What follows belongs to an exercise in optimizing a design on an open flow for small area and a short achievable clock period; a production flow would make more cautious choices. Where RTL was checked, it was by simulation tests only, not by an equivalence proof against the original. No functional check of the RTL was part of runs 1 to 3. Power is estimated from default activity; no workload was simulated.

[flow/design.v]
module slc_upd (
    input  wire        v,
    input  wire        vg,         
    input  wire        l,
    input  wire [22:0] magp,
    input  wire [24:0] c,
    input  wire [15:0] s,
    input  wire [15:0] q,
    input  wire        ci,
    input  wire [15:0] a,
    output wire [22:0] magp_n,
    output wire [24:0] c_n,
    output wire [24:0] rs,
    output wire [24:0] rk
);
    wire [15:0] mv = magp[22:7] & {16{vg}};
    wire [8:0]  ah = a[15:7];
    wire c7n, c7;              
    pfx_gtree #(.W(7)) u_c7 (.x(magp[6:0]), .y(a[6:0]), .ci(1'b0), .co(c7n));
    assign c7 = ~c7n;
    wire [24:0] sa, ka;
    csa_row #(.W(25)) u_ra (
        .x (~c),
        .y ({{3{s[15]}}, s, 6'd0}),
        .z ({{9{q[15]}}, q}),
        .s (sa),
        .k (ka)
    );
    wire [24:0] kx = {ka[23:0], ci};
    wire [16:0] ch;
    wire [15:0] kq;
    assign ch[0] = 1'b0;
    genvar i;
    generate
        for (i = 0; i < 16; i = i + 1) begin : g_q
            if (i < 9) begin : g_4
                c42 u_c (.a(mv[i]), .b(ah[i]), .c(sa[i]), .d(kx[i]), .ci(ch[i]),
                         .co(ch[i+1]), .s(rs[i]), .k(kq[i]));
            end else begin : g_3
                c42z u_c (.a(mv[i]), .c(sa[i]), .d(kx[i]), .ci(ch[i]),
                          .co(ch[i+1]), .s(rs[i]), .k(kq[i]));
            end
        end
    endgenerate
    wire [24:16] hk;
    csa_row #(.W(1)) u_f16 (.x(sa[16]), .y(kx[16]), .z(ch[16]), .s(rs[16]), .k(hk[16]));
    generate
        for (i = 17; i < 25; i = i + 1) begin : g_h
            cl_x2  u_s (.a(sa[i]), .b(kx[i]), .y(rs[i]));
            cl_and u_k (.a(sa[i]), .b(kx[i]), .y(hk[i]));
        end
    endgenerate
    assign rk = {hk[23:16], kq, c7};
    wire [24:0] rsum;
    pfx_add #(.W(25)) u_c (.x(rs), .y(rk), .ci(1'b0), .s(rsum));
    slc_magp u_m (.magp(magp), .a(a), .mv(mv), .c7(c7), .magp_n(magp_n));
    assign c_n = (v & l) ? {2'b00, magp_n} : ~rsum;
endmodule
module slc_magp (
    input  wire [22:0] magp,
    input  wire [15:0] a,
    input  wire [15:0] mv,
    input  wire        c7,
    output wire [22:0] magp_n
);
    assign magp_n = magp + {7'd0, a} - {7'd0, mv} - {14'd0, a[15:7]} - {22'd0, c7};
endmodule
module slc_dec (
    input  wire [15:0] s,
    input  wire [24:0] rs,
    input  wire [24:0] rk,
    input  wire        dv,
    input  wire        in_pre,
    input  wire        in_sync,
    input  wire        m0,
    input  wire        m1,
    input  wire        sm,
    output wire        b,
    output wire        pre_d,
    output wire        sync_d
);
    wire        sg = s[15];
    wire [24:0] xs = {{3{sg}}, s, 6'd0};
    wire [24:0] qs = {{9{1'b1}}, s ^ {16{~sg}}};
    wire [24:0] sum, cy;       
    wire [25:0] ch;            
    assign ch[0] = 1'b0;
    genvar i;
    generate
        for (i = 0; i < 25; i = i + 1) begin : g_c
            if (i < 6) begin : g_z
                c42z u_c (.a(rs[i]), .c(rk[i]), .d(qs[i]), .ci(ch[i]),
                          .co(ch[i+1]), .s(sum[i]), .k(cy[i]));
            end else if (i < 16) begin : g_m
                c42s u_c (.a(rs[i]), .b(rk[i]), .c(s[i-6]), .e(s[i]), .sg(sg), .d(qs[i]),
                          .ci(ch[i]), .co(ch[i+1]), .s(sum[i]), .k(cy[i]));
            end else begin : g_f
                c42 u_c (.a(rs[i]), .b(rk[i]), .c(xs[i]), .d(qs[i]), .ci(ch[i]),
                         .co(ch[i+1]), .s(sum[i]), .k(cy[i]));
            end
        end
    endgenerate
    wire c24n;
    pfx_gtree #(.W(24)) u_t (.x(sum[23:0]), .y({cy[22:0], ~sg}), .ci(1'b0), .co(c24n));
    wire t = sum[24] ^ cy[23];             
    wire pa = dv & in_pre  & (t ? m1 : m0);
    wire pb = dv & in_pre  & (t ? m0 : m1);
    wire sa = dv & in_sync & sm & ~t;
    wire sb = dv & in_sync & sm &  t;
    cl_mux u_b  (.s(c24n), .a(t),  .b(~t), .y(b));
    cl_mux u_pf (.s(c24n), .a(pa), .b(pb), .y(pre_d));
    cl_mux u_sf (.s(c24n), .a(sa), .b(sb), .y(sync_d));
endmodule
module c42s (
    input  wire a, input wire b, input wire c, input wire e, input wire sg,
    input  wire d, input wire ci,
    output wire co, output wire s, output wire k
);
    wire ab, abs_, ce, t;
    cl_x2  u_ab (.a(a), .b(b), .y(ab));
    cl_xn2 u_as (.a(ab), .b(sg), .y(abs_));
    cl_x2  u_ce (.a(c), .b(e), .y(ce));
    cl_x2  u_t  (.a(abs_), .b(ce), .y(t));
    cl_maj u_co (.a(a), .b(b), .c(c), .y(co));
    cl_x2  u_s  (.a(t), .b(ci), .y(s));
    cl_mux u_k  (.s(t), .a(d), .b(ci), .y(k));
endmodule
module c42z (
    input  wire a, input wire c, input wire d, input wire ci,
    output wire co, output wire s, output wire k
);
    wire cd, t;
    cl_x2  u_cd (.a(c), .b(d), .y(cd));
    cl_x2  u_t  (.a(a), .b(cd), .y(t));
    cl_and u_co (.a(a), .b(c), .y(co));
    cl_x2  u_s  (.a(t), .b(ci), .y(s));
    cl_mux u_k  (.s(t), .a(d), .b(ci), .y(k));
endmodule
module c42 (
    input  wire a, input wire b, input wire c, input wire d, input wire ci,
    output wire co, output wire s, output wire k
);
    wire ab, cd, t;
    cl_x2  u_ab (.a(a), .b(b), .y(ab));
    cl_x2  u_cd (.a(c), .b(d), .y(cd));
    cl_x2  u_t  (.a(ab), .b(cd), .y(t));
    cl_maj u_co (.a(a), .b(b), .c(c), .y(co));
    cl_x2  u_s  (.a(t), .b(ci), .y(s));
    cl_mux u_k  (.s(t), .a(d), .b(ci), .y(k));
endmodule
module pfx_add #(
    parameter W = 8
) (
    input  wire [W-1:0] x,
    input  wire [W-1:0] y,
    input  wire         ci,
    output wire [W-1:0] s
);
    localparam L = $clog2(W);
    function integer pol(input integer k, input integer i);
        integer m, n;
        begin
            n = 0;
            for (m = 0; m < k; m = m + 1)
                n = n + ((i >> m) & 1);
            pol = n % 2;
        end
    endfunction
    wire [W*(L+1)-1:0] G, P;
    genvar i, k;
    generate
        for (i = 0; i < W; i = i + 1) begin : g_pg
            if (i == 0) begin : g_b0
                cl_maj u_g (.a(x[0]), .b(y[0]), .c(ci), .y(G[0]));
                assign P[0] = 1'b0;
            end else begin : g_bi
                cl_pg u_pg (.a(x[i]), .b(y[i]), .g(G[i]), .p(P[i]));
            end
        end
        for (k = 0; k < L; k = k + 1) begin : g_lvl
            for (i = 0; i < W; i = i + 1) begin : g_n
                if ((i >> k) & 1) begin : g_op
                    localparam integer J = ((i >> k) << k) - 1;
                    cl_node #(.PI(pol(k, i)), .PJ(pol(k, J))) u_c (
                        .gi (G[k*W+i]), .pi (P[k*W+i]), .gj (G[k*W+J]), .pj (P[k*W+J]),
                        .go (G[(k+1)*W+i]), .po (P[(k+1)*W+i]));
                end else begin : g_pass
                    assign G[(k+1)*W+i] = G[k*W+i];
                    assign P[(k+1)*W+i] = P[k*W+i];
                end
            end
        end
        for (i = 0; i < W; i = i + 1) begin : g_s
            wire h;
            cl_x2 u_h (.a(x[i]), .b(y[i]), .y(h));
            if (i == 0) begin : g_s0
                cl_x2 u_s (.a(h), .b(ci), .y(s[0]));
            end else if (pol(L, i - 1)) begin : g_sn
                cl_xn2 u_s (.a(h), .b(G[L*W+i-1]), .y(s[i]));
            end else begin : g_sp
                cl_x2 u_s (.a(h), .b(G[L*W+i-1]), .y(s[i]));
            end
        end
    endgenerate
endmodule
module pfx_gtree #(
    parameter W = 8
) (
    input  wire [W-1:0] x,
    input  wire [W-1:0] y,
    input  wire         ci,
    output wire         co
);
    localparam L = $clog2(W);
    localparam N = 1 << L;
    wire [N*(L+1)-1:0] G, P;
    genvar i, k;
    generate
        for (i = 0; i < N; i = i + 1) begin : g_pg
            if (i == 0) begin : g_b0
                cl_maj u_g (.a(x[0]), .b(y[0]), .c(ci), .y(G[0]));
                assign P[0] = 1'b0;
            end else if (i < W) begin : g_bi
                cl_pg u_pg (.a(x[i]), .b(y[i]), .g(G[i]), .p(P[i]));
            end else begin : g_pad
                assign G[i] = 1'b0;
                assign P[i] = 1'b1;
            end
        end
        for (k = 0; k < L; k = k + 1) begin : g_lvl
            for (i = 0; i < (N >> (k + 1)); i = i + 1) begin : g_n
                if (k % 2 == 0) begin : g_a
                    cl_gpa u_c (.g(G[k*N+2*i+1]), .p(P[k*N+2*i+1]), .gl(G[k*N+2*i]), .pl(P[k*N+2*i]),
                                .gn(G[(k+1)*N+i]), .pn(P[(k+1)*N+i]));
                end else begin : g_o
                    cl_gpo u_c (.gn(G[k*N+2*i+1]), .pn(P[k*N+2*i+1]), .gln(G[k*N+2*i]), .pln(P[k*N+2*i]),
                                .g(G[(k+1)*N+i]), .p(P[(k+1)*N+i]));
                end
            end
        end
    endgenerate
    assign co = G[L*N];
endmodule
module csa_row #(
    parameter W = 8
) (
    input  wire [W-1:0] x,
    input  wire [W-1:0] y,
    input  wire [W-1:0] z,
    output wire [W-1:0] s,
    output wire [W-1:0] k
);
    genvar i;
    generate
        for (i = 0; i < W; i = i + 1) begin : g_b
            wire h;
            cl_x2  u_h (.a(x[i]), .b(y[i]), .y(h));
            cl_x2  u_s (.a(h), .b(z[i]), .y(s[i]));
            cl_maj u_k (.a(x[i]), .b(y[i]), .c(z[i]), .y(k[i]));
        end
    endgenerate
endmodule
module cl_inv (input wire a, output wire y);
    assign y = ~a;
endmodule
module cl_x2 (input wire a, input wire b, output wire y);
    assign y = a ^ b;
endmodule
module cl_xn2 (input wire a, input wire b, output wire y);
    assign y = ~(a ^ b);
endmodule
module cl_mux (input wire s, input wire a, input wire b, output wire y);
    assign y = s ? b : a;
endmodule
module cl_node #(
    parameter PI = 0,
    parameter PJ = 0
) (
    input  wire gi, input wire pi, input wire gj, input wire pj,
    output wire go, output wire po
);
    wire gi_t = PI ? ~gi : gi;
    wire pi_t = PI ? ~pi : pi;
    wire gj_t = PJ ? ~gj : gj;
    wire pj_t = PJ ? ~pj : pj;
    wire g_t  = gi_t | (pi_t & gj_t);
    wire p_t  = pi_t & pj_t;
    assign go = PI ? g_t : ~g_t;
    assign po = PI ? p_t : ~p_t;
endmodule
module cl_and (input wire a, input wire b, output wire y);
    assign y = a & b;
endmodule
module cl_maj (input wire a, input wire b, input wire c, output wire y);
    assign y = (a & b) | (a & c) | (b & c);
endmodule
module cl_pg (input wire a, input wire b, output wire g, output wire p);
    assign g = a & b;
    assign p = a | b;
endmodule
module cl_gpa (input wire g, input wire p, input wire gl, input wire pl,
               output wire gn, output wire pn);
    assign gn = ~(g | (p & gl));
    assign pn = ~(p & pl);
endmodule
module cl_gpo (input wire gn, input wire pn, input wire gln, input wire pln,
               output wire g, output wire p);
    assign g = ~(gn & (pn | gln));
    assign p = ~(pn | pln);
endmodule
module slc_abs (
    input  wire [15:0] s,
    output wire [15:0] a
);
    wire        sg = s[15];
    assign a = (s ^ {16{sg}}) + {15'd0, sg};
endmodule
module pocsag_bch (
    input  wire [31:0] cw_in,
    output reg  [31:0] cw_out,
    output reg         fail
);
    localparam [32*11-1:0] SYN_TAB = {
        11'h769, 11'h3B5, 11'h1DB, 11'h785, 11'h3C3, 11'h689, 11'h345, 11'h1A3,
        11'h7B9, 11'h3DD, 11'h1EF, 11'h79F, 11'h4A7, 11'h53B, 11'h5F5, 11'h2FB,
        11'h615, 11'h30B, 11'h6ED, 11'h377, 11'h6D3, 11'h401, 11'h201, 11'h101,
        11'h081, 11'h041, 11'h021, 11'h011, 11'h009, 11'h005, 11'h003, 11'h001
    };
    reg [10:0] syn;
    reg [31:0] flip;
    integer p;
    always @* begin
        syn = 11'd0;
        for (p = 0; p < 32; p = p + 1)
            if (cw_in[p])
                syn = syn ^ SYN_TAB[p*11 +: 11];
        flip = 32'd0;
        for (p = 0; p < 32; p = p + 1)
            if (syn == SYN_TAB[p*11 +: 11])
                flip[p] = 1'b1;
        cw_out = cw_in ^ flip;
        fail   = (syn != 11'd0) && (flip == 32'd0);
    end
endmodule
module pocsag_rx (
    input  wire        clk,
    input  wire        rst,
    input  wire        in_valid,
    input  wire [15:0] in_sample,
    output reg         pre_found,
    output reg         sync_found,
    output wire        out_valid,
    output wire [3:0]  out_index,
    output wire [31:0] out_word,
    output wire        out_fail,
    output wire        out_addr
);
    localparam [31:0] SYNC_WORD = 32'h7CD215D8;
    localparam [1:0] S_PRE   = 2'd0,
                     S_SYNC  = 2'd1,
                     S_BATCH = 2'd2;
    wire        acc = in_valid & ~rst;
    wire        sg  = in_sample[15];
    reg  [1:0]  icnt;          
    reg         v_r;           
    reg         vg_r;          
    reg         l_r;           
    reg  [15:0] s_r;           
    reg  [15:0] q_r;           
    reg         ci_r;          
    reg  [15:0] a_r;           
    reg  [22:0] magp;
    reg  [24:0] c_r;
    wire [15:0] a_in;
    wire [22:0] magp_n;
    wire [24:0] c_n;
    wire [24:0] rs_n, rk_n;
    slc_abs u_abs (
        .s (in_sample),
        .a (a_in)
    );
    slc_upd u_upd (
        .v      (v_r),
        .vg     (vg_r),
        .l      (l_r),
        .magp   (magp),
        .c      (c_r),
        .s      (s_r),
        .q      (q_r),
        .ci     (ci_r),
        .a      (a_r),
        .magp_n (magp_n),
        .c_n    (c_n),
        .rs     (rs_n),
        .rk     (rk_n)
    );
    always @(posedge clk) begin
        l_r  <= (icnt == 2'd3);
        vg_r <= acc;
        s_r  <= acc ? in_sample : 16'd0;
        q_r  <= acc ? (in_sample ^ {16{~sg}}) : 16'd0;
        ci_r <= acc & ~sg;
        a_r  <= acc ? a_in : 16'd0;
        if (rst) begin
            icnt <= 2'd0;
            v_r  <= 1'b0;
            magp <= 23'd0;
            c_r  <= 25'd0;
        end else begin
            if (in_valid)
                icnt <= icnt + 2'd1;
            v_r  <= in_valid;
            magp <= magp_n;
            c_r  <= c_n;
        end
    end
    reg  [1:0]   state;
    reg  [31:0]  sr;           
    reg  [31:0]  xr;           
    reg  [511:0] fq;           
    wire in_pre   = (state == S_PRE);
    wire in_sync  = (state == S_SYNC);
    wire in_batch = (state == S_BATCH);
    reg  m0_r, m1_r;           
    reg  sm_r;                 
    wire b, pre_d, sync_d;
    wire dv = acc & (icnt == 2'd3);
    slc_dec u_dec (
        .s       (in_sample),
        .rs      (rs_n),
        .rk      (rk_n),
        .dv      (dv),
        .in_pre  (in_pre),
        .in_sync (in_sync),
        .m0      (m0_r),
        .m1      (m1_r),
        .sm      (sm_r),
        .b       (b),
        .pre_d   (pre_d),
        .sync_d  (sync_d)
    );
    reg bv_r, b_r;             
    always @(posedge clk) begin
        bv_r       <= dv;
        b_r        <= b;
        pre_found  <= pre_d;
        sync_found <= sync_d;
    end
    reg  [9:0] pheld;
    reg  [9:0] ptrans;
    wire       pfull   = (pheld == 10'd576);
    wire       held    = (pheld != 10'd0);
    wire       t_sub   = pfull & (fq[511] ^ fq[479]);
    wire       inc0    = held &  sr[0];
    wire       inc1    = held & ~sr[0];
    wire       nfull   = pfull | (pheld == 10'd575);
    wire       ge518   = (ptrans >= 10'd518);
    wire       ge519   = (ptrans >= 10'd519);
    wire       ge520   = (ptrans >= 10'd520);
    reg  [4:0] scnt;
    reg  [3:0] widx;
    always @(posedge clk) begin
        m0_r <= nfull & ((inc0 & ~t_sub) ? ge518 : (~inc0 & t_sub) ? ge520 : ge519);
        m1_r <= nfull & ((inc1 & ~t_sub) ? ge518 : (~inc1 & t_sub) ? ge520 : ge519);
        sm_r <= (scnt == 5'd31) && (sr[30:0] == SYNC_WORD[31:1]);
    end
    wire inc  = b_r ? inc1 : inc0;
    wire pm_r = b_r ? m1_r : m0_r;
    reg        start_r;
    reg        ovalid;
    reg  [3:0] oidx;
    reg        ofail, oaddr;
    wire push     = bv_r & in_batch & (scnt == 5'd31);
    wire complete = push & (widx == 4'd15);
    wire load     = start_r | (ovalid & (oidx != 4'd15));
    wire [31:0] head = fq[511:480];
    wire [31:0] corr;
    wire        cfail;
    pocsag_bch u_bch (
        .cw_in  (head),
        .cw_out (corr),
        .fail   (cfail)
    );
    always @(posedge clk) begin
        if (rst) begin
            start_r <= 1'b0;
            ovalid  <= 1'b0;
        end else begin
            start_r <= complete;
            ovalid  <= load;
        end
        if (load) begin
            oidx  <= start_r ? 4'd0 : oidx + 4'd1;
            ofail <= cfail;
            oaddr <= ~head[31];
        end
    end
    wire [31:0] fq_in;
    genvar j;
    generate
        for (j = 0; j < 32; j = j + 1) begin : g_in
            if (j == 0) begin : g0
                assign fq_in[j] = in_pre ? xr[31] : b_r;
            end else begin : gj
                assign fq_in[j] = in_pre ? fq[15*32 + j - 1] : sr[j-1];
            end
        end
    endgenerate
    wire fq_en = (bv_r & in_pre) | push | load;
    always @(posedge clk) begin
        if (bv_r)
            sr <= {sr[30:0], b_r};
        if (in_pre) begin
            if (bv_r)
                xr <= {xr[30:0], sr[31]};
        end else if (load) begin
            xr <= corr;
        end
        if (fq_en)
            fq <= {fq[479:0], fq_in};
    end
    always @(posedge clk) begin
        if (rst) begin
            state  <= S_PRE;
            pheld  <= 10'd0;
            ptrans <= 10'd0;
            scnt   <= 5'd0;
            widx   <= 4'd0;
        end else if (bv_r) begin
            case (state)
                S_PRE: begin
                    if (pm_r) begin
                        pheld  <= 10'd0;
                        ptrans <= 10'd0;
                        scnt   <= 5'd0;
                        state  <= S_SYNC;
                    end else begin
                        if (!pfull)
                            pheld <= pheld + 10'd1;
                        if (inc & ~t_sub)
                            ptrans <= ptrans + 10'd1;
                        else if (~inc & t_sub)
                            ptrans <= ptrans - 10'd1;
                    end
                end
                S_SYNC: begin
                    if (sm_r & ~b_r) begin
                        scnt  <= 5'd0;
                        widx  <= 4'd0;
                        state <= S_BATCH;
                    end else if (scnt != 5'd31) begin
                        scnt <= scnt + 5'd1;
                    end
                end
                S_BATCH: begin
                    scnt <= scnt + 5'd1;
                    if (scnt == 5'd31) begin
                        widx <= widx + 4'd1;
                        if (widx == 4'd15)
                            state <= S_SYNC;
                    end
                end
                default: state <= S_PRE;
            endcase
        end
    end
    assign out_valid = ovalid;
    assign out_index = oidx;
    assign out_word  = xr;
    assign out_fail  = ofail;
    assign out_addr  = oaddr;
endmodule
[flow/flow/run.sh]
#!/bin/bash
# The standard layout (standard synthesis and the ORFS steps unchanged),
# with two differences:
# - the port buffers that buffer_ports inserts are sky130_fd_sc_hd__buf_4
#   instead of the cell it picks by default (clkdlybuf4s50_1, a delay
#   cell); every input and output port still gets its own buffer;
# - repair_timing works on every path with less than 8 ns of setup slack
#   (SETUP_SLACK_MARGIN), so it sizes up the gates on the critical paths.
#   The clock period and the constraints are the standard flow's own.
# make's output goes to standard.log; ORFS keeps each step's log under
# orfs/logs.
set -euo pipefail
export BUFFER_PORTS_ARGS="-buffer_cell sky130_fd_sc_hd__buf_4"
export SETUP_SLACK_MARGIN=8
bash standard.sh > standard.log 2>&1
[flow/standard.sh]
#!/bin/bash
# synth_recipe.tcl (not shown) runs the flow's synth.tcl, then flattens the netlist and writes it again
# the make line also repeats each setting of config.mk as NAME=value (left out here)
make -C /OpenROAD-flow-scripts/flow DESIGN_CONFIG=/design/flow/config.mk WORK_HOME=/design/flow/orfs CLKGATE_MAP_FILE= SYNTH_SCRIPT=/design/flow/synth_recipe.tcl "${@:-finish}"
[flow/config.mk]
export PLATFORM = sky130hd
export DESIGN_NAME = pocsag_rx
export DESIGN_NICKNAME = pocsag_rx
export VERILOG_FILES = /design/flow/design.v
export SDC_FILE = /design/flow/constraint.sdc
export NUM_CORES = 4
export LEC_CHECK = 0
export CAP_MARGIN = 20
export CORE_MARGIN = 2
export CORE_UTILIZATION = 40
export CTS_BUF_LIST = sky130_fd_sc_hd__clkbuf_8
export SLEW_MARGIN = 20
export SYNTH_HIERARCHICAL = 1
[flow/constraint.sdc]
create_clock -name core_clock -period 12.0 [get_ports {clk}]
set_input_delay 2.4000 -clock core_clock [delete_from_list [all_inputs] [get_ports {clk}]]
set_output_delay 2.4000 -clock core_clock [all_outputs]
set_load 0.01 [all_outputs]
==> flow_summary.toml, run 1 <==
[detailed_routing]
wirelength_um = 69000
vias = 19700
viasPerCell = 4.79
drcViolationCount = 0
drt_iter0_markers = 1124
wire_per_inst_um = 16.7
antenna_left = 0
first_pass_iters = 5

[worst_setup_path]
startpoint_type = "input port"
critPathMaxStageDelay_ps = 330
slowest_stage = "mux2_4"
critPathMaxFanout = 7
crit_top_cell = "a21oi_4"
path_cells = "buf_16 > buf_16 > xnor2_4 > xor2_1 > xor2_1 > mux2_4 > or2_4 > a21oi_4 > o21ai_2 > a21oi_4 > o21ai_4 > a21oi_4 > mux2_4"
arrival_ps = 4980
crit_buf_inv = 2
path_delay_family = "compound AO/OA/AOI/OAI gates"
worstPathRequired_ps = 12580
path_class = "in2reg"
cp-end-kind = "flop"

[timing]
rsz0062_at_grt = "true"
worstMarginPinSlew_ps = 1090
relSlewSlack_pct = 27.4
fin_skew_ps = 32.1
timing.fmax_ghz = 0.227
finalHoldViolCount = 0
tns_ps = 0
min_period_over_period_pct = 36.7
setup_viol = 0
final.min_clock_period_ps = 4400
final_max_slew_viol_count = 0

[layout]
drive_above_1_share_pct = 24.0
nets = 2973
num-fill-cells = 7815
final_util_pct = 46.6
area_growth_pct = 15.7

[cts]
clkSinkCount = 724
h-tree-depth = 3
insertion_delay_ps = 710
cts.path.max_buffers = 3
cts_tree = "done"
clk_pin_slew_worst_paths_ps = 60
cts_made_buffers = 114
clockRootBuffer = "clkbuf_8"

[power_and_ir_drop]
p_leak_nw = 15.1
ir_drop_uv = 139
cellPowerDensity_nw_per_um2 = 230

[die]
core_um2 = 86500
start_util_pct = 40.2
ioPinCount = 60
die_h_um = 299
die-area_um2 = 89400
rows = 108
die_w_um = 299

[yosys]
syn_avg_cell_area_um2 = 13.2
netlist_area_um2 = 34800
synthCells = 2631
yosysWarnings = 8

[grt]
grt_pass1_vias = 20000
grt_pass1_wl_um = 109000
grt_max_degree = 178
antenna_found_initial = 2
grt_use_total_pct = 15.3
grt-ovfl-total = 0

[run]
max-cap-violations = 0

[status]
status = "finished clean"

[placed_design]
port_buffers = 59
gp_congestion = 0.856
dp_hpwl_um = 46600

[worst_hold_path]
hold_class = "reg2reg"
[metrics by stage]
stage | power [mW] | setup WS [ps] | instance area, um2 | std cells | hold WS, ps
3_5_place_dp | 6.59 | 5820 | 36800 | 3849 | 405
2_1_floorplan | 5.96 | 5690 | 35200 | 2685 | 400
4_1_cts | 9.22 | 7560 | 40000 | 4096 | 392
5_1_grt | 9.87 | 7440 | 40300 | 4123 | 393
3_3_place_gp | 6.51 | 5950 | 36800 | 3849 | 400
6_report | 9.25 | 7600 | 40300 | 4123 | 391
[power by group]
part	internal, mW	switching [mW]
Sequential	2.78	0.0571
Combinational	2.00	2.28
Clock	1.16	0.969
Total	5.94	3.31
[state kept, by name (all words and copies together), names as in the netlist, 2 cells and up]
| signal | count |
|---|---|
| fq | 512 |
| oidx | 4 |
| widx | 4 |
| c_r | 25 |
| xr | 32 |
| pheld | 10 |
| scnt | 5 |
| magp | 23 |
| icnt | 2 |
| sr | 32 |
| s_r | 16 |
| a_r | 16 |
| state | 2 |
| ptrans | 10 |
| q_r | 16 |
[final cells by class]
class | instances | area, um2 | area share (%)
Tap cell | 1155 | 1450 | 3.59
Inverter | 165 | 623 | 1.55
Multi-Input combinational cell | 1738 | 14400 | 35.8
Clock buffer | 120 | 1650 | 4.10
Timing Repair Buffer | 123 | 1070 | 2.67
Timing Repair inverter | 1 | 5.00 | 0.0124
Antenna cell | 1 | 2.50 | 0.00621
Sequential cell | 724 | 20300 | 50.5
Clock inverter | 96 | 717 | 1.78
[path summary, 6_finish.rpt]
kind,cells after the start,startpoint,end,slack [ps]
setup / recovery,13,in_sample[15],pre_found,7600
hold / removal,0,fq[387],fq[419],390
setup reg to reg,19,a_r[0],c_r[20],7620
hold reg to reg,0,fq[387],fq[419],390
[layout by cell type, fill, tap and decap left out, types with 56 or more instances in the layout]
cell / count
and2_1: 72
buf_4: 111
clkbuf_8: 120
conb_1: 61
dfxtp_1: 137
edfxtp_1: 582
inv_1: 181
maj3_2: 57
mux2_2: 69
nand2_1: 106
nand3_1: 56
nor2_1: 106
nor2b_1: 65
xnor2_1: 124
xor2_1: 313
[worst reg2reg max path, stage by stage, from the launching register on]
cell and delay [ps]:
dfxtp_4 360, maj3_2 320, a21oi_2 150, o21ai_2 80
a21oi_2 150, inv_2 70, fa_2 440, fa_1 520
inv_2 50, ha_4 160, fa_2 350, a21o_1 210
a22o_4 250, a221oi_4 350, o2111ai_1 150, o211ai_1 150
xnor2_2 170, nand3_2 110, o21ai_1 110, nor2b_1 140
[layer usage]
layer  vias up  GRT usage [%]  wire (um)
li1       9671              -          -
met2       332           25.2      32500
met3       125           2.46       2390
met5         -              0          0
met4         0           4.54       1690
met1      9621           20.9      32400
[repair_timing]
| action | CTS | global route |
|---|---|---|
| hold buffers | 0 | 0 |
| buffers inserted | 28 | 25 |
| gates resized for setup | 91 | 23 |
| setup endpoints to repair | 76 | 111 |
| gates cloned | 3 | 1 |
| pin swaps | 40 | 31 |
==> inputs of run 2 (changes only) <==
--- a/flow/design.v
+++ b/flow/design.v
@@ -366,7 +366,6 @@
     reg         vg_r;          
     reg         l_r;           
     reg  [15:0] s_r;           
-    reg  [15:0] q_r;           
     reg         ci_r;          
     reg  [15:0] a_r;           
     reg  [22:0] magp;
@@ -386,7 +385,7 @@
         .magp   (magp),
         .c      (c_r),
         .s      (s_r),
-        .q      (q_r),
+        .q      (s_r ^ {16{ci_r}}),    
         .ci     (ci_r),
         .a      (a_r),
         .magp_n (magp_n),
@@ -398,7 +397,6 @@
         l_r  <= (icnt == 2'd3);
         vg_r <= acc;
         s_r  <= acc ? in_sample : 16'd0;
-        q_r  <= acc ? (in_sample ^ {16{~sg}}) : 16'd0;
         ci_r <= acc & ~sg;
         a_r  <= acc ? a_in : 16'd0;
         if (rst) begin
==> run 2 against run 1 <==
Effect of this change: sequential cell count is 16 lower; hold slack gained 10 ps; wire length rose by 2.8%.
==> flow_summary.toml, run 2 <==
[detailed_routing]
wl_met1_um = 33100
wire_per_inst_um = 17.4
routed-wl-met2_um = 34000
first_pass_iters = 6
dr_wl_met3_um = 2240
drt_iter0_markers = 1102
viasPerCell = 4.80
wirelength_um = 70900
highest_layer = "met4"
drcViolationCount = 0
vias = 19600
antenna_left = 0

[cts]
cts_tree = "done"
clockRootBuffer = "clkbuf_8"
insertion_delay_ps = 720
cts_made_buffers = 113
cts.path.max_buffers = 3
clk_pin_slew_worst_paths_ps = 60
clkSinkCount = 708
h-tree-depth = 3

[worst_setup_path]
path_delay_family = "adder cells"
critPathMaxStageDelay_ps = 510
r2r_setup_slack_ps = 7580
path_class = "reg2reg"
startpoint_type = "flop"
worstPathRequired_ps = 12650
path_cells = "maj3_2 > a21oi_2 > o21ai_2 > a21oi_2 > inv_2 > fa_2 > fa_1 > inv_2 > ha_4 > fa_2 > a21o_1 > a22o_4 > a221oi_4 > o2111ai_1 > o211ai_1 > xnor2_1 > nand3_1 > o21ai_1 > nor2b_1"
critPathMaxFanout = 3
cp-end-kind = "flop"
slowest_stage = "fa_1"
arrival_ps = 5070
crit_buf_inv = 2

[timing]
relSlewSlack_pct = 34.3
rsz0062_at_grt = "true"
final.min_clock_period_ps = 4420
final_max_slew_viol_count = 0
worstMarginPinSlew_ps = 986
min_period_over_period_pct = 36.9
timing.fmax_ghz = 0.226
setup_viol = 0
finalHoldViolCount = 0
fin_skew_ps = 35.6
tns_ps = 0
fin_ws_ps = 7580

[die]
start_util_pct = 40.3
ioPinCount = 60
rows = 107
die_w_um = 297
core_um2 = 85100
die-area_um2 = 88100
die_h_um = 297

[grt]
grt_pass1_vias = 19900
grt-ovfl-total = 0
grt_max_degree = 206
grt_use_total_pct = 15.6
antenna_found_initial = 3
grt_pass1_wl_um = 110000

[worst_hold_path]
hold_class = "reg2reg"

[layout]
nets = 2959
reg_top3 = "fq (512), sr (32), xr (32)"
layout_common_cells = "edfxtp_1, xor2_1, inv_1"
multi_input_area_um2 = 15000
largest-register = "fq"
drive_above_1_share_pct = 27.2
seq_area_um2 = 20000
num-fill-cells = 7515
layout_commonest_cell = "edfxtp_1"
area_growth_pct = 18.7
largest_reg_flops = 512

[run]
max-cap-violations = 0

[yosys]
syn_avg_cell_area_um2 = 13.3
synthCells = 2571
netlist_area_um2 = 34300
yosysWarnings = 8

[placed_design]
gp_congestion = 0.848
dp_hpwl_um = 46600
dpl_worst_slack_ps = 6000
port_buffers = 59

[status]
status = "finished clean"

[power_and_ir_drop]
ir_drop_uv = 157
p_total_mw = 9.76
cellPowerDensity_nw_per_um2 = 240
p_leak_nw = 15.2
run 2: worst register-to-register path: cells and delay by family, from the launching register on:
| kind | cells | cell delay (ps) |
|---|---|---|
| fa+ha+maj | 5 | 1810 |
| xor+xnor | 1 | 200 |
| flops | 1 | 370 |
| compound gates | 9 | 1590 |
| buf+inv | 2 | 110 |
| simple gates | 2 | 260 |
run 2: final cells by class:
cell class / instances / share of cell area [%]
Sequential cell: 708 / 49.2
Antenna cell: 1 / 0.00614
Inverter: 158 / 1.46
Timing Repair Buffer: 167 / 3.70
Tap cell: 1144 / 3.51
Clock buffer: 116 / 3.92
Multi-Input combinational cell: 1705 / 36.8
Clock inverter: 85 / 1.46
run 2: final timing paths:
path,start,to,cells past startpoint
setup / recovery,a_r[0],c_r[20],19
hold reg to reg,fq[166],fq[198],0
hold / removal,fq[166],fq[198],0
setup reg to reg,a_r[0],c_r[20],19
run 2: metrics by stage:
stage	std cells	area (um2)	util, %	hold WS (ps)
floorplan	2625	34700	-	400
global placement	3783	36400	42.7	400
detailed placement	3783	36400	42.7	405
CTS	4026	39600	46.5	390
global route	4084	40700	47.8	391
finish	4084	40700	47.8	401
run 2: layer usage:
metal / global-route usage [%] / vias to the layer above
met3: 2.28 / 114
met4: 5.16 / 0
met1: 21.2 / 9694
met5: 0 / -
met2: 25.7 / 294
li1: - / 9490
run 2: where the power goes:
part	switching (mW)	leakage, nW	internal, mW
combinational	2.59	7.66	2.38
sequential	0.0525	6.27	2.73
clock	0.951	1.23	1.06
total	3.59	15.2	6.16
run 2: what timing repair did:
action	in CTS	in global routing
pin swaps	55	87
gates resized for setup	104	95
hold buffers	0	0
setup endpoints to repair	216	246
cloned	3	3
buffers inserted	39	54
==> inputs of run 3 (changes only) <==
--- a/flow/design.v
+++ b/flow/design.v
@@ -8,6 +8,7 @@
     input  wire [15:0] q,
     input  wire        ci,
     input  wire [15:0] a,
+    input  wire        c7,         
     output wire [22:0] magp_n,
     output wire [24:0] c_n,
     output wire [24:0] rs,
@@ -15,9 +16,6 @@
 );
     wire [15:0] mv = magp[22:7] & {16{vg}};
     wire [8:0]  ah = a[15:7];
-    wire c7n, c7;              
-    pfx_gtree #(.W(7)) u_c7 (.x(magp[6:0]), .y(a[6:0]), .ci(1'b0), .co(c7n));
-    assign c7 = ~c7n;
     wire [24:0] sa, ka;
     csa_row #(.W(25)) u_ra (
         .x (~c),
@@ -75,9 +73,9 @@
     input  wire        m0,
     input  wire        m1,
     input  wire        sm,
-    output wire        b,
-    output wire        pre_d,
-    output wire        sync_d
+    output wire        b_n,        
+    output wire        pre_dn,
+    output wire        sync_dn
 );
     wire        sg = s[15];
     wire [24:0] xs = {{3{sg}}, s, 6'd0};
@@ -89,8 +87,8 @@
     generate
         for (i = 0; i < 25; i = i + 1) begin : g_c
             if (i < 6) begin : g_z
-                c42z u_c (.a(rs[i]), .c(rk[i]), .d(qs[i]), .ci(ch[i]),
-                          .co(ch[i+1]), .s(sum[i]), .k(cy[i]));
+                c42zs u_c (.a(rs[i]), .c(rk[i]), .e(s[i]), .sg(sg), .d(qs[i]), .ci(ch[i]),
+                           .co(ch[i+1]), .s(sum[i]), .k(cy[i]));
             end else if (i < 16) begin : g_m
                 c42s u_c (.a(rs[i]), .b(rk[i]), .c(s[i-6]), .e(s[i]), .sg(sg), .d(qs[i]),
                           .ci(ch[i]), .co(ch[i+1]), .s(sum[i]), .k(cy[i]));
@@ -107,9 +105,9 @@
     wire pb = dv & in_pre  & (t ? m0 : m1);
     wire sa = dv & in_sync & sm & ~t;
     wire sb = dv & in_sync & sm &  t;
-    cl_mux u_b  (.s(c24n), .a(t),  .b(~t), .y(b));
-    cl_mux u_pf (.s(c24n), .a(pa), .b(pb), .y(pre_d));
-    cl_mux u_sf (.s(c24n), .a(sa), .b(sb), .y(sync_d));
+    cl_muxi u_b  (.s(c24n), .a(t),  .b(~t), .y(b_n));
+    cl_muxi u_pf (.s(c24n), .a(pa), .b(pb), .y(pre_dn));
+    cl_muxi u_sf (.s(c24n), .a(sa), .b(sb), .y(sync_dn));
 endmodule
 module c42s (
     input  wire a, input wire b, input wire c, input wire e, input wire sg,
@@ -125,6 +123,19 @@
     cl_x2  u_s  (.a(t), .b(ci), .y(s));
     cl_mux u_k  (.s(t), .a(d), .b(ci), .y(k));
 endmodule
+module c42zs (
+    input  wire a, input wire c, input wire e, input wire sg, input wire d,
+    input  wire ci,
+    output wire co, output wire s, output wire k
+);
+    wire ac, acs, t;
+    cl_x2  u_ac (.a(a), .b(c), .y(ac));
+    cl_xn2 u_as (.a(ac), .b(sg), .y(acs));
+    cl_x2  u_t  (.a(acs), .b(e), .y(t));
+    cl_and u_co (.a(a), .b(c), .y(co));
+    cl_x2  u_s  (.a(t), .b(ci), .y(s));
+    cl_mux u_k  (.s(t), .a(d), .b(ci), .y(k));
+endmodule
 module c42z (
     input  wire a, input wire c, input wire d, input wire ci,
     output wire co, output wire s, output wire k
@@ -272,6 +283,9 @@
 module cl_mux (input wire s, input wire a, input wire b, output wire y);
     assign y = s ? b : a;
 endmodule
+module cl_muxi (input wire s, input wire a, input wire b, output wire y);
+    assign y = ~(s ? b : a);
+endmodule
 module cl_node #(
     parameter PI = 0,
     parameter PJ = 0
@@ -347,8 +361,8 @@
     input  wire        rst,
     input  wire        in_valid,
     input  wire [15:0] in_sample,
-    output reg         pre_found,
-    output reg         sync_found,
+    output wire        pre_found,
+    output wire        sync_found,
     output wire        out_valid,
     output wire [3:0]  out_index,
     output wire [31:0] out_word,
@@ -366,7 +380,9 @@
     reg         vg_r;          
     reg         l_r;           
     reg  [15:0] s_r;           
+    reg  [15:0] q_r;           
     reg         ci_r;          
+    reg         c7_r;          
     reg  [15:0] a_r;           
     reg  [22:0] magp;
     reg  [24:0] c_r;
@@ -385,9 +401,10 @@
         .magp   (magp),
         .c      (c_r),
         .s      (s_r),
-        .q      (s_r ^ {16{ci_r}}),    
+        .q      (q_r),
         .ci     (ci_r),
         .a      (a_r),
+        .c7     (c7_r),
         .magp_n (magp_n),
         .c_n    (c_n),
         .rs     (rs_n),
@@ -397,7 +414,9 @@
         l_r  <= (icnt == 2'd3);
         vg_r <= acc;
         s_r  <= acc ? in_sample : 16'd0;
+        q_r  <= acc ? (in_sample ^ {16{~sg}}) : 16'd0;
         ci_r <= acc & ~sg;
+        c7_r <= acc & ({1'b0, magp_n[6:0]} + {1'b0, a_in[6:0]} > 8'd127);
         a_r  <= acc ? a_in : 16'd0;
         if (rst) begin
             icnt <= 2'd0;
@@ -421,7 +440,7 @@
     wire in_batch = (state == S_BATCH);
     reg  m0_r, m1_r;           
     reg  sm_r;                 
-    wire b, pre_d, sync_d;
+    wire b_n, pre_dn, sync_dn;
     wire dv = acc & (icnt == 2'd3);
     slc_dec u_dec (
         .s       (in_sample),
@@ -433,17 +452,20 @@
         .m0      (m0_r),
         .m1      (m1_r),
         .sm      (sm_r),
-        .b       (b),
-        .pre_d   (pre_d),
-        .sync_d  (sync_d)
+        .b_n     (b_n),
+        .pre_dn  (pre_dn),
+        .sync_dn (sync_dn)
     );
-    reg bv_r, b_r;             
+    reg bv_r, b_rn, pre_rn, sync_rn;
     always @(posedge clk) begin
-        bv_r       <= dv;
-        b_r        <= b;
-        pre_found  <= pre_d;
-        sync_found <= sync_d;
+        bv_r    <= dv;
+        b_rn    <= b_n;
+        pre_rn  <= pre_dn;
+        sync_rn <= sync_dn;
     end
+    wire b_r = ~b_rn;
+    assign pre_found  = ~pre_rn;
+    assign sync_found = ~sync_rn;
     reg  [9:0] pheld;
     reg  [9:0] ptrans;
     wire       pfull   = (pheld == 10'd576);
==> run 3 against run 2 <==
Effect of this change: still clean on timing, DRC and antenna; via count up 1.2%; area after synthesis up 0.99%; combinational power down 5.0%; wire length up 0.73%; setup slack better by 320 ps; count of clock-buffer cells in the layout up 2; total power down 2.5%; global-route usage up 0.22 points; highest routed layer unchanged.
==> flow_summary.toml, run 3 <==
[power_and_ir_drop]
p_leak_nw = 15.0
ir_drop_uv = 189
cellPowerDensity_nw_per_um2 = 235

[cts]
cts_made_buffers = 112
insertion_delay_ps = 730
h-tree-depth = 3
clockRootBuffer = "clkbuf_8"
cts_hold_buf = 0
cts_tree = "done"
clk_pin_slew_worst_paths_ps = 60
clkSinkCount = 725
cts.path.max_buffers = 3

[placed_design]
dpl_worst_slack_ps = 6160
port_buffers = 59
gp_congestion = 0.829
dp_hpwl_um = 47400
dp_cells = 3829

[timing]
min_period_over_period_pct = 34.2
timing.fmax_ghz = 0.244
fin_skew_ps = 61.3
rsz0062_at_grt = "true"
tns_ps = 0
setup_viol = 0
holdWs_ps = 376
final.min_clock_period_ps = 4110
relSlewSlack_pct = 39.3
fin_ws_ps = 7890
final_max_slew_viol_count = 0
worstMarginPinSlew_ps = 910
finalHoldViolCount = 0

[worst_setup_path]
slowest_stage = "fa_1"
crit_buf_inv = 5
r2r_setup_slack_ps = 7890
arrival_ps = 4770
cp-end-kind = "flop"
critPathMaxFanout = 6
path_delay_family = "adder cells"
path_class = "reg2reg"
critPathMaxStageDelay_ps = 500
path_cells = "buf_6 > and2_4 > ha_4 > inv_2 > fa_1 > inv_1 > fa_1 > inv_2 > ha_4 > buf_6 > a31oi_4 > a2111oi_4 > nor2_2 > a211oi_2 > xor2_1 > nand3_1 > o21ai_1 > nor2b_1"
startpoint_type = "flop"
worstPathRequired_ps = 12670

[layout]
layout_common_cells = "edfxtp_1, xor2_1, inv_1"
reg_top3 = "fq (512), sr (32), xr (32)"
largest-register = "fq"
final_util_pct = 47.3
nets = 2981
num-fill-cells = 7545
final_cell_count_no_fill = 4105
drive_above_1_share_pct = 25.5
largest_reg_flops = 512
area_growth_pct = 16.7
layout_commonest_cell = "edfxtp_1"

[yosys]
synthCells = 2618
netlist_area_um2 = 34700
yosysWarnings = 8
syn_avg_cell_area_um2 = 13.2

[grt]
grt-ovfl-total = 0
grt_pass1_wl_um = 112000
antenna_found_initial = 1
grt_max_degree = 197
grt_pass1_vias = 20200
grt_use_total_pct = 15.8

[die]
rows = 107
core_um2 = 85500
die_w_um = 298
ioPinCount = 60
die-area_um2 = 89000
die_h_um = 298
start_util_pct = 40.5

[worst_hold_path]
hold_class = "reg2reg"

[detailed_routing]
wirelength_um = 71400
antenna_left = 0
drt_iter0_markers = 1323
vias = 19800
wire_per_inst_um = 17.4
drcViolationCount = 0
viasPerCell = 4.83
first_pass_iters = 5

[run]
max-cap-violations = 0

[status]
status = "finished clean"
==> run 3: worst reg2reg max path: cells and delay by family (launching register included) <==
family                     cells  cell delay [ps]
xor gates and xnor gates       1              260
DFF                            1              370
and+or+nand+nor                4              550
AOI/OAI and AO/OA              4             1000
adders and majority gates      4             1510
buffers and inverters          5              370
==> run 3: layout make-up <==
class / count / area, um2 / share of cell area, %
Sequential cell: 725 / 20400 / 50.3
Multi-Input combinational cell: 1730 / 14700 / 36.4
Clock buffer: 118 / 1620 / 4.01
Tap cell: 1144 / 1430 / 3.54
Timing Repair Buffer: 140 / 1240 / 3.06
Inverter: 159 / 597 / 1.48
Clock inverter: 88 / 502 / 1.24
Antenna cell: 1 / 2.50 / 0.00619
==> run 3: worst paths after layout <==
path	from	endpoint	cells past startpoint
worst max-delay path	vg_r	c_r[19]	18
worst min-delay path	fq[208]	fq[240]	0
worst max register to register	vg_r	c_r[19]	18
worst min register to register	fq[208]	fq[240]	0
==> run 3: timing repair <==
action	4_1_cts	5_1_grt
cloned	4	1
setup buffers	26	38
endpoints found under the setup margin	329	227
gates resized for setup	97	84
pin swaps	40	76
==> run 3: metal layers <==
metal | track usage (%) | part of all wire, % | vias to the layer above
met1 | 21.5 | 46 | 9754
met2 | 26.2 | 48 | 349
met4 | 4.57 | 2.2 | 0
met3 | 2.66 | 3.4 | 128
met5 | 0 | 0 | -
li1 | - | - | 9603
==> run 3: metrics by stage <==
step	power (mW)	area (um2)
floorplan	6.05	35000
global placement	6.67	36700
detailed placement	6.74	36700
CTS	9.11	39600
global route	10.2	40500
finish	9.51	40500
==> run 3: power breakdown <==
group / total, mW / internal [mW] / switching [mW]
combinational: 4.72 / 2.24 / 2.48
clock: 1.95 / 0.984 / 0.964
sequential: 2.84 / 2.79 / 0.0526
total: 9.51 / 6.01 / 3.50
==> inputs of run 4 (changes only) <==
--- a/flow/design.v
+++ b/flow/design.v
@@ -380,7 +380,6 @@
     reg         vg_r;          
     reg         l_r;           
     reg  [15:0] s_r;           
-    reg  [15:0] q_r;           
     reg         ci_r;          
     reg         c7_r;          
     reg  [15:0] a_r;           
@@ -401,7 +400,7 @@
         .magp   (magp),
         .c      (c_r),
         .s      (s_r),
-        .q      (q_r),
+        .q      (s_r ^ {16{ci_r}}),    
         .ci     (ci_r),
         .a      (a_r),
         .c7     (c7_r),
@@ -414,7 +413,6 @@
         l_r  <= (icnt == 2'd3);
         vg_r <= acc;
         s_r  <= acc ? in_sample : 16'd0;
-        q_r  <= acc ? (in_sample ^ {16{~sg}}) : 16'd0;
         ci_r <= acc & ~sg;
         c7_r <= acc & ({1'b0, magp_n[6:0]} + {1'b0, a_in[6:0]} > 8'd127);
         a_r  <= acc ? a_in : 16'd0;
==> run 4 against run 3 <==
Effect of this change: die area down 0.80%; sequential cell count is 16 lower; synthesized cell count shrank 1.7%; area after synthesis fell by 0.81%; critical endpoint is now b_rn; largest power group unchanged; count of clock-buffer cells in the layout decreased by 3; final area rose by 0.71%.
==> flow_summary.toml, run 4 <==
[worst_setup_path]
r2r_start = "ci_r"
cp-end-kind = "flop"
path_class = "reg2reg"
r2r_setup_slack_ps = 7750
startpoint_type = "flop"
crit_top_cell = "xor2_2"
path_cells = "buf_16 > xor2_2 > maj3_2 > xor2_1 > xor2_1 > buf_4 > mux2_4 > xor2_2 > xnor2_2 > xor2_2 > mux2_4 > or2_4 > a21oi_2 > o21ai_2 > a21oi_2 > o21ai_4 > a21oi_4 > mux2i_1"
rr_worst_depth = 18
arrival_ps = 4910
timing.rr.end = "b_rn"
critPathMaxFanout = 8
worstPathRequired_ps = 12660
slowest_stage = "dfxtp_4"
critPathMaxStageDelay_ps = 390

[run]
max-cap-violations = 0

[status]
status = "finished clean"

[cts]
cts_tree = "done"
insertion_delay_ps = 740
cts_made_buffers = 110
clkSinkCount = 709
clockRootBuffer = "clkbuf_8"
cts_hold_buf = 0
cts.path.max_buffers = 3
clk_pin_slew_worst_paths_ps = 70
h-tree-depth = 3

[timing]
setup_viol = 0
timing.fmax_ghz = 0.235
fin_skew_ps = 56.3
fin_ws_ps = 7750
min_period_over_period_pct = 35.4
worstMarginPinSlew_ps = 1080
rsz0062_at_grt = "true"
relSlewSlack_pct = 28.1
tns_ps = 0
final.min_clock_period_ps = 4250
finalHoldViolCount = 0
final_max_slew_viol_count = 0

[layout]
area_growth_pct = 18.5
layout_commonest_cell = "edfxtp_1"
reg_top3 = "fq (512), sr (32), xr (32)"
largest-register = "fq"
seq_area_um2 = 20000
multi_input_area_um2 = 15100
drive_above_1_share_pct = 27.9
largest_reg_flops = 512
final_util_pct = 47.9
layout_common_cells = "edfxtp_1, xor2_1, inv_1"
num-fill-cells = 7663
nets = 2973

[placed_design]
port_buffers = 59
dp_hpwl_um = 47800
gp_congestion = 0.842
dpl_worst_slack_ps = 6430

[detailed_routing]
antenna_left = 0
drcViolationCount = 0
vias = 19800
viasPerCell = 4.85
wire_per_inst_um = 17.5
wirelength_um = 71500
drt_iter0_markers = 1190
first_pass_iters = 5

[grt]
grt_max_degree = 199
grt-ovfl-total = 0
grt_pass1_vias = 20300
antenna_found_initial = 3
grt_pass1_wl_um = 110000
grt_use_total_pct = 15.8

[worst_hold_path]
hp-start = "fq[354]"
min_path_cells = 0
hold_class = "reg2reg"
hold-path-endpoint = "fq[386]"

[die]
core_um2 = 85100
ioPinCount = 60
die_w_um = 297
rows = 107
die-area_um2 = 88300
start_util_pct = 40.4
die_h_um = 297

[yosys]
synthCells = 2573
syn_avg_cell_area_um2 = 13.4
yosysWarnings = 8
netlist_area_um2 = 34400

[power_and_ir_drop]
p_leak_nw = 15.2
cellPowerDensity_nw_per_um2 = 241
ir_drop_uv = 179
## run 4: final cells by class
type | count | share of cell area [%]
Sequential cell | 709 | 49.2
Multi-Input combinational cell | 1700 | 37.0
Clock buffer | 115 | 3.88
Timing Repair Buffer | 175 | 3.67
Tap cell | 1144 | 3.51
Inverter | 164 | 1.51
Clock inverter | 84 | 1.23
Antenna cell | 2 | 0.0123
## run 4: worst max-delay path by stage
stage	start	to
floorplan	state[0]	fq[0]
global placement	in_sample[15]	sync_rn
detailed placement	in_sample[15]	b_rn
CTS	ci_r	b_rn
global route	ci_r	b_rn
finish	ci_r	b_rn
## run 4: what timing repair did
item | in CTS | in global routing
pin swaps | 60 | 68
endpoints found under the setup margin | 52 | 33
buffers inserted | 44 | 56
resized for setup | 133 | 93
gates cloned | 3 | 1
## run 4: power by group
group          leakage, nW  total (mW)  switching [mW]  internal, mW
logic                 7.73        5.15            2.68          2.46
registers             6.28        2.78          0.0482          2.73
clock network         1.17        1.90           0.938         0.962
total                 15.2        9.83            3.67          6.16
## run 4: through the flow
stage | instance area [um2] | total power [mW] | std cells | hold slack (ps)
global route | 40700 | 10.5 | 4092 | 390
finish | 40700 | 9.83 | 4093 | 383
global placement | 36400 | 6.83 | 3787 | 401
CTS | 39800 | 9.40 | 4033 | 377
detailed placement | 36400 | 6.91 | 3787 | 405
floorplan | 34700 | 6.18 | 2625 | 400
## run 4: critical path: cells and delay by family (launching register included)
kind,cells,cell delay [ps]
DFF,1,390
AOI/OAI and AO/OA,5,720
buffers and inverters,2,340
muxes,3,890
and+or+nand+nor,1,240
adders and majority gates,1,330
xor gates and xnor gates,6,1280
## run 4: layer usage
layer,global-route usage [%],share of wire [%],vias up,wire length [um]
li1,-,-,9499,-
met1,21.2,46,9850,32600
met2,26.1,48,369,34700
met3,2.61,3.6,125,2570
met4,5.50,2.3,0,1630
met5,0,0,-,0
==> inputs of run 5 (changes only) <==
--- a/flow/design.v
+++ b/flow/design.v
@@ -61,7 +61,10 @@
     input  wire        c7,
     output wire [22:0] magp_n
 );
-    assign magp_n = magp + {7'd0, a} - {7'd0, mv} - {14'd0, a[15:7]} - {22'd0, c7};
+    wire [22:0] s1, k1, s2, k2;
+    csa_row #(.W(23)) u_r1 (.x(magp), .y({7'd0, a}), .z(~{14'd0, a[15:7]}), .s(s1), .k(k1));
+    csa_row #(.W(23)) u_r2 (.x(s1), .y({k1[21:0], ~c7}), .z(~{7'd0, mv}), .s(s2), .k(k2));
+    pfx_add #(.W(23)) u_a (.x(s2), .y({k2[21:0], 1'b0}), .ci(1'b1), .s(magp_n));
 endmodule
 module slc_dec (
     input  wire [15:0] s,
@@ -380,6 +383,7 @@
     reg         vg_r;          
     reg         l_r;           
     reg  [15:0] s_r;           
+    reg  [15:0] q_r;           
     reg         ci_r;          
     reg         c7_r;          
     reg  [15:0] a_r;           
@@ -400,7 +404,7 @@
         .magp   (magp),
         .c      (c_r),
         .s      (s_r),
-        .q      (s_r ^ {16{ci_r}}),    
+        .q      (q_r),
         .ci     (ci_r),
         .a      (a_r),
         .c7     (c7_r),
@@ -413,6 +417,7 @@
         l_r  <= (icnt == 2'd3);
         vg_r <= acc;
         s_r  <= acc ? in_sample : 16'd0;
+        q_r  <= acc ? (in_sample ^ {16{~sg}}) : 16'd0;
         ci_r <= acc & ~sg;
         c7_r <= acc & ({1'b0, magp_n[6:0]} + {1'b0, a_in[6:0]} > 8'd127);
         a_r  <= acc ? a_in : 16'd0;
--- a/flow/config.mk
+++ b/flow/config.mk
@@ -7,7 +7,7 @@
 export LEC_CHECK = 0
 export CAP_MARGIN = 20
 export CORE_MARGIN = 2
-export CORE_UTILIZATION = 40
+export CORE_UTILIZATION = 55
 export CTS_BUF_LIST = sky130_fd_sc_hd__clkbuf_8
 export SLEW_MARGIN = 20
 export SYNTH_HIERARCHICAL = 1
==> run 5 against run 4 <==
Effect of this change: still clean on timing, DRC and antenna; global-route usage is 6.0 points higher; die area is 26% lower; critical path depth is 6 lower; cell count down 4.7%; critical path type is now in2reg; largest cell class unchanged; highest routed layer unchanged.
==> flow_summary.toml, run 5 <==
[worst_setup_path]
path_class = "in2reg"
critPathMaxStageDelay_ps = 330
slowest_stage = "mux2_4"
worstPathRequired_ps = 12670
arrival_ps = 4790
cp-end-kind = "flop"
startpoint_type = "input port"
path_cells = "buf_16 > buf_16 > xnor2_1 > xor2_1 > mux2_4 > and2_2 > a21oi_2 > o21ai_2 > a21oi_2 > o21ai_2 > a21oi_4 > mux2i_1"
critPathMaxFanout = 17

[yosys]
netlist_area_um2 = 35000
yosysWarnings = 8
synthCells = 2667
syn_avg_cell_area_um2 = 13.1

[placed_design]
port_buffers = 59
dp_hpwl_um = 48200
gp_congestion = 0.852

[die]
core_um2 = 63100
ioPinCount = 60
die_h_um = 256
start_util_pct = 55.6
rows = 92
die_w_um = 256
die-area_um2 = 65800

[cts]
clockRootBuffer = "clkbuf_8"
cts_made_buffers = 114
clkSinkCount = 725
insertion_delay_ps = 760
clk_pin_slew_worst_paths_ps = 60
h-tree-depth = 3
cts_hold_buf = 0
cts_tree = "done"
cts.path.max_buffers = 3

[detailed_routing]
wirelength_um = 72200
vias = 20200
viasPerCell = 5.19
first_pass_iters = 5
drcViolationCount = 0
wire_per_inst_um = 18.5
drt_iter0_markers = 1568
antenna_left = 0

[grt]
busiest_layer = "met2"
grt_use_total_pct = 21.8
grt-ovfl-total = 0
grt_pass1_vias = 20400
use_met3_pct = 3.17
met1_usage_pct = 29.7
grt.met2_usage_pct = 36.1
grt_max_degree = 203
antenna_found_initial = 4
grt_pass1_wl_um = 111000

[layout]
layout_commonest_cell = "edfxtp_1"
nets = 3003
layout_common_cells = "edfxtp_1, xor2_1, inv_1"
largest_reg_flops = 512
drive_above_1_share_pct = 24.8
largest-register = "fq"
area_growth_pct = 14.9
reg_top3 = "fq (512), sr (32), xr (32)"
final_util_pct = 63.8

[timing]
fin_skew_ps = 52.6
rsz0062_at_grt = "true"
relSlewSlack_pct = 24.2
min_period_over_period_pct = 34.4
final.min_clock_period_ps = 4120
tns_ps = 0
setup_viol = 0
final_max_slew_viol_count = 0
worstMarginPinSlew_ps = 1140
finalHoldViolCount = 0
timing.fmax_ghz = 0.243

[run]
max-cap-violations = 0

[power_and_ir_drop]
cellPowerDensity_nw_per_um2 = 232
ir_drop_uv = 187
p_total_mw = 9.33
p_leak_nw = 15.1

[worst_hold_path]
hold_class = "reg2reg"

[status]
status = "finished clean"
## run 5: worst max-delay path, delay by kind of cell
| kind | cells | cell delay [ps] |
|---|---|---|
| buf+inv | 2 | 340 |
| compound gates | 5 | 770 |
| simple gates | 1 | 170 |
| xor+xnor | 2 | 520 |
| mux | 2 | 560 |
## run 5: worst paths after layout
| check | start | end | slack (ps) | cells past startpoint |
|---|---|---|---|---|
| min reg2reg | fq[271] | fq[303] | 390 | 0 |
| max reg2reg | s_r[0] | sync_rn | 8010 | 16 |
| max | in_sample[15] | sync_rn | 7880 | 12 |
| min | fq[271] | fq[303] | 390 | 0 |
## run 5: stage by stage
step / hold slack (ps) / setup WS (ps) / instances / cell area, um2
floorplan: 400 / 5700 / 2774 / 35700
global placement: 401 / 6220 / 3636 / 37000
CTS: 383 / 8000 / 3864 / 39700
detailed placement: 405 / 6090 / 3636 / 37000
global route: 398 / 7780 / 3899 / 40300
finish: 388 / 7880 / 3901 / 40300
## run 5: layout make-up
cell class / instances / area (um2)
diodes: 6 / 15.0
well taps: 846 / 1060
flip-flops and latches: 725 / 20300
clock inverters: 89 / 643
inverters: 113 / 428
clock buffers: 121 / 1670
repair buffers: 116 / 1030
multi-input cells: 1884 / 15100
fillers: 4845 / 22800
repair inverters: 1 / 7.51
## run 5: power breakdown
part	total (mW)	internal [mW]	switching, mW	leakage (nW)
sequential	2.85	2.79	0.0612	6.41
combinational	4.40	2.06	2.35	7.38
clock	2.07	1.08	0.993	1.31
total	9.33	5.93	3.40	15.1
## run 5: what timing repair did
| action | in CTS | in global routing |
|---|---|---|
| pin swaps | 6 | 42 |
| setup buffers | 13 | 31 |
| gates cloned | 5 | 0 |
| gates resized for setup | 33 | 52 |
| setup endpoints to repair | 59 | 46 |
## run 5: per-layer routing
metal	share of wire [%]	routed length, um
met5	0	0
met4	2.8	2040
met3	3.3	2350
met2	48	34700
met1	46	33100
==> inputs of run 6 (changes only) <==
--- a/flow/config.mk
+++ b/flow/config.mk
@@ -7,7 +7,7 @@
 export LEC_CHECK = 0
 export CAP_MARGIN = 20
 export CORE_MARGIN = 2
-export CORE_UTILIZATION = 55
+export CORE_UTILIZATION = 40
 export CTS_BUF_LIST = sky130_fd_sc_hd__clkbuf_8
 export SLEW_MARGIN = 20
 export SYNTH_HIERARCHICAL = 1
==> run 6 against run 5 <==
Effect of this change: die area is 37% higher; hold slack better by 1.4 ps; clock skew is 4.8 ps higher; cell count is 7.9% higher; first-iteration DRC count is 26% lower; via count is 1.3% lower; still clean on timing, DRC and antenna; largest cell class unchanged; largest power group unchanged; area after synthesis stayed put; setup slack better by 130 ps; final area is 0.82% higher; count of clock-buffer cells in the layout is 12 lower; sequential share of layout area is 0.39 points lower; fmax is 3.2% higher.
==> flow_summary.toml, run 6 <==
[layout]
area_growth_pct = 15.9
reg_top3 = "fq (512), sr (32), xr (32)"
nets = 3004
layout_commonest_cell = "edfxtp_1"
seq_area_um2 = 20400
largest_reg_flops = 512
design_area_um2 = 40600
drive_above_1_share_pct = 25.3
largest-register = "fq"
layout_common_cells = "edfxtp_1, xor2_1, xnor2_1"
num-fill-cells = 7800
multi_input_area_um2 = 15100
final_cell_count_no_fill = 4209

[timing]
worstMarginPinSlew_ps = 1020
rsz0062_at_grt = "true"
relSlewSlack_pct = 32.1
setup_viol = 0
holdWs_ps = 389
final.min_clock_period_ps = 4000
final_max_slew_viol_count = 0
tns_ps = 0
finalHoldViolCount = 0
min_period_over_period_pct = 33.3
timing.fmax_ghz = 0.250
fin_skew_ps = 57.4

[run]
max-cap-violations = 0

[die]
die_w_um = 300
die_h_um = 300
die-area_um2 = 90000
core_um2 = 86800
ioPinCount = 60
rows = 108
start_util_pct = 40.4

[detailed_routing]
first_pass_iters = 7
antenna_left = 0
viasPerCell = 4.75
drt_iter0_markers = 1155
wirelength_um = 71800
drcViolationCount = 0
vias = 20000
wire_per_inst_um = 17.1

[yosys]
synthCells = 2667
yosysWarnings = 8
netlist_area_um2 = 35000
syn_avg_cell_area_um2 = 13.1

[cts]
cts_made_buffers = 109
h-tree-depth = 3
cts_tree = "done"
clk_pin_slew_worst_paths_ps = 60
clockRootBuffer = "clkbuf_8"
insertion_delay_ps = 740
clkSinkCount = 725
cts.path.max_buffers = 3

[power_and_ir_drop]
cellPowerDensity_nw_per_um2 = 228
seqPwrFrac_pct = 30.8
p_switching_mw = 3.43
p_int_mw = 5.83
p_leak_nw = 15.0
ir_drop_uv = 184
switching_share_pct = 37.0
combPwrFrac_pct = 48.0
p_clk_share_pct = 21.3

[worst_setup_path]
critPathMaxFanout = 14
r2r_start = "c_r[4]"
startpoint_type = "input port"
path_class = "in2reg"
cp-end-kind = "flop"
worstPathRequired_ps = 12660
arrival_ps = 4650
crit_start = "in_sample[6]"

[grt]
grt-ovfl-total = 0
grt_pass1_vias = 20000
grt_use_total_pct = 15.8
grt_max_degree = 209
grt_pass1_wl_um = 111000
antenna_found_initial = 4

[worst_hold_path]
hp-start = "fq[101]"
hold_class = "reg2reg"

[placed_design]
dp_cells = 3944
port_buffers = 59
gp_congestion = 0.840
dpl-instance-area_um2 = 37300
dp_hpwl_um = 47500

[status]
status = "finished clean"
## run 6: critical path, stage by stage
cell and delay (ps):
buf_4 250, xor2_1 280, xor2_2 220, mux2_4 320, or2_1 240, a21oi_2 140, o21ai_2 80, a21oi_2 150
o21ai_4 120, a21oi_4 240, mux2i_1 200
## run 6: worst paths after layout
check | cells after the start | slack [ps] | end
max reg2reg | 17 | 8050 | pre_rn
min reg2reg | 0 | 390 | fq[133]
min | 0 | 390 | fq[133]
max | 11 | 8000 | pre_rn
## run 6: final cells by class
| class | instances | share of cell area (%) |
|---|---|---|
| repair buffers | 122 | 2.65 |
| clock inverters | 98 | 1.58 |
| flip-flops and latches | 725 | 50.1 |
| inverters | 113 | 1.05 |
| multi-input cells | 1884 | 37.3 |
| diodes | 2 | 0.0123 |
| repair inverters | 1 | 0.0123 |
| well taps | 1155 | 3.56 |
| clock buffers | 109 | 3.69 |
## run 6: per-stage QoR
| stage | power (mW) | setup slack, ps | util [%] |
|---|---|---|---|
| 5_1_grt | 9.90 | 7880 | 46.8 |
| 2_1_floorplan | 6.18 | 5700 | - |
| 4_1_cts | 9.07 | 7950 | 45.9 |
| 3_3_place_gp | 6.82 | 6260 | 43.0 |
| 6_report | 9.27 | 8000 | 46.8 |
| 3_5_place_dp | 6.91 | 6180 | 43.0 |
## run 6: metal layers
metal / track usage [%] / part of all wire [%] / up-vias
met5: 0 / 0 / -
met2: 26.1 / 48 / 307
met1: 21.4 / 47 / 9804
met4: 4.77 / 2.4 / 0
li1: - / - / 9758
met3: 2.54 / 3.3 / 114
## run 6: power groups by stage
stage	Combinational, mW	Clock, mW	Sequential [mW]
finish	4.44	1.97	2.85
global route	4.90	2.15	2.86
CTS	4.17	2.05	2.85
detailed placement	4.01	0	2.90
global placement	3.92	0	2.90
floorplan	3.30	0	2.88
## run 6: what timing repair did
item / CTS / global route
pin swaps: 13 / 63
setup endpoints to repair: 291 / 28
endpoints found under the hold margin: 0 / 0
setup buffers: 12 / 39
resized for setup: 41 / 63
gates cloned: 2 / 2
hold buffers: 0 / 0

[re-timing with driven ports]
The flow's constraints put no driver on any port. The routed layouts listed below were extracted and timed again, unchanged, in two steps. Step 1, drivers: a clkbuf_16 drives clk and a buf_2 each remaining input, both assumed. Step 2 also shifts input and output timing later by t, the mid clock arrival at the registers, as if the neighbouring blocks saw the same clock. a / b / c = no drivers / after step 1 / after step 2; a / b = the first two.
run | t (ns) | slack for setup (ns) | worst setup path after step 2 | clock arrival spread, ns | worst register clock-pin slew, ns
run 1 | 0.750 | 7.601 / 7.567 / 6.817 | input to register | 0.038 / 0.038 | 0.07 / 0.07
run 2 | 0.762 | 7.577 / 7.548 / 6.786 | input to register | 0.038 / 0.038 | 0.07 / 0.07
run 3 | 0.761 | 7.895 / 7.895 / 7.170 | input to register | 0.066 / 0.066 | 0.07 / 0.07
run 4 | 0.768 | 7.752 / 7.752 / 7.121 | input to register | 0.056 / 0.057 | 0.07 / 0.07
run 5 | 0.791 | 7.877 / 7.795 / 7.004 | input to register | 0.061 / 0.062 | 0.07 / 0.07
run 6 | 0.761 | 8.004 / 7.879 / 7.118 | input to register | 0.058 / 0.058 | 0.07 / 0.07
After both steps every run listed still meets setup and hold. The setup slack of run 6, which loses most, moves by -0.125 ns with the drivers and by -0.886 ns with both steps.
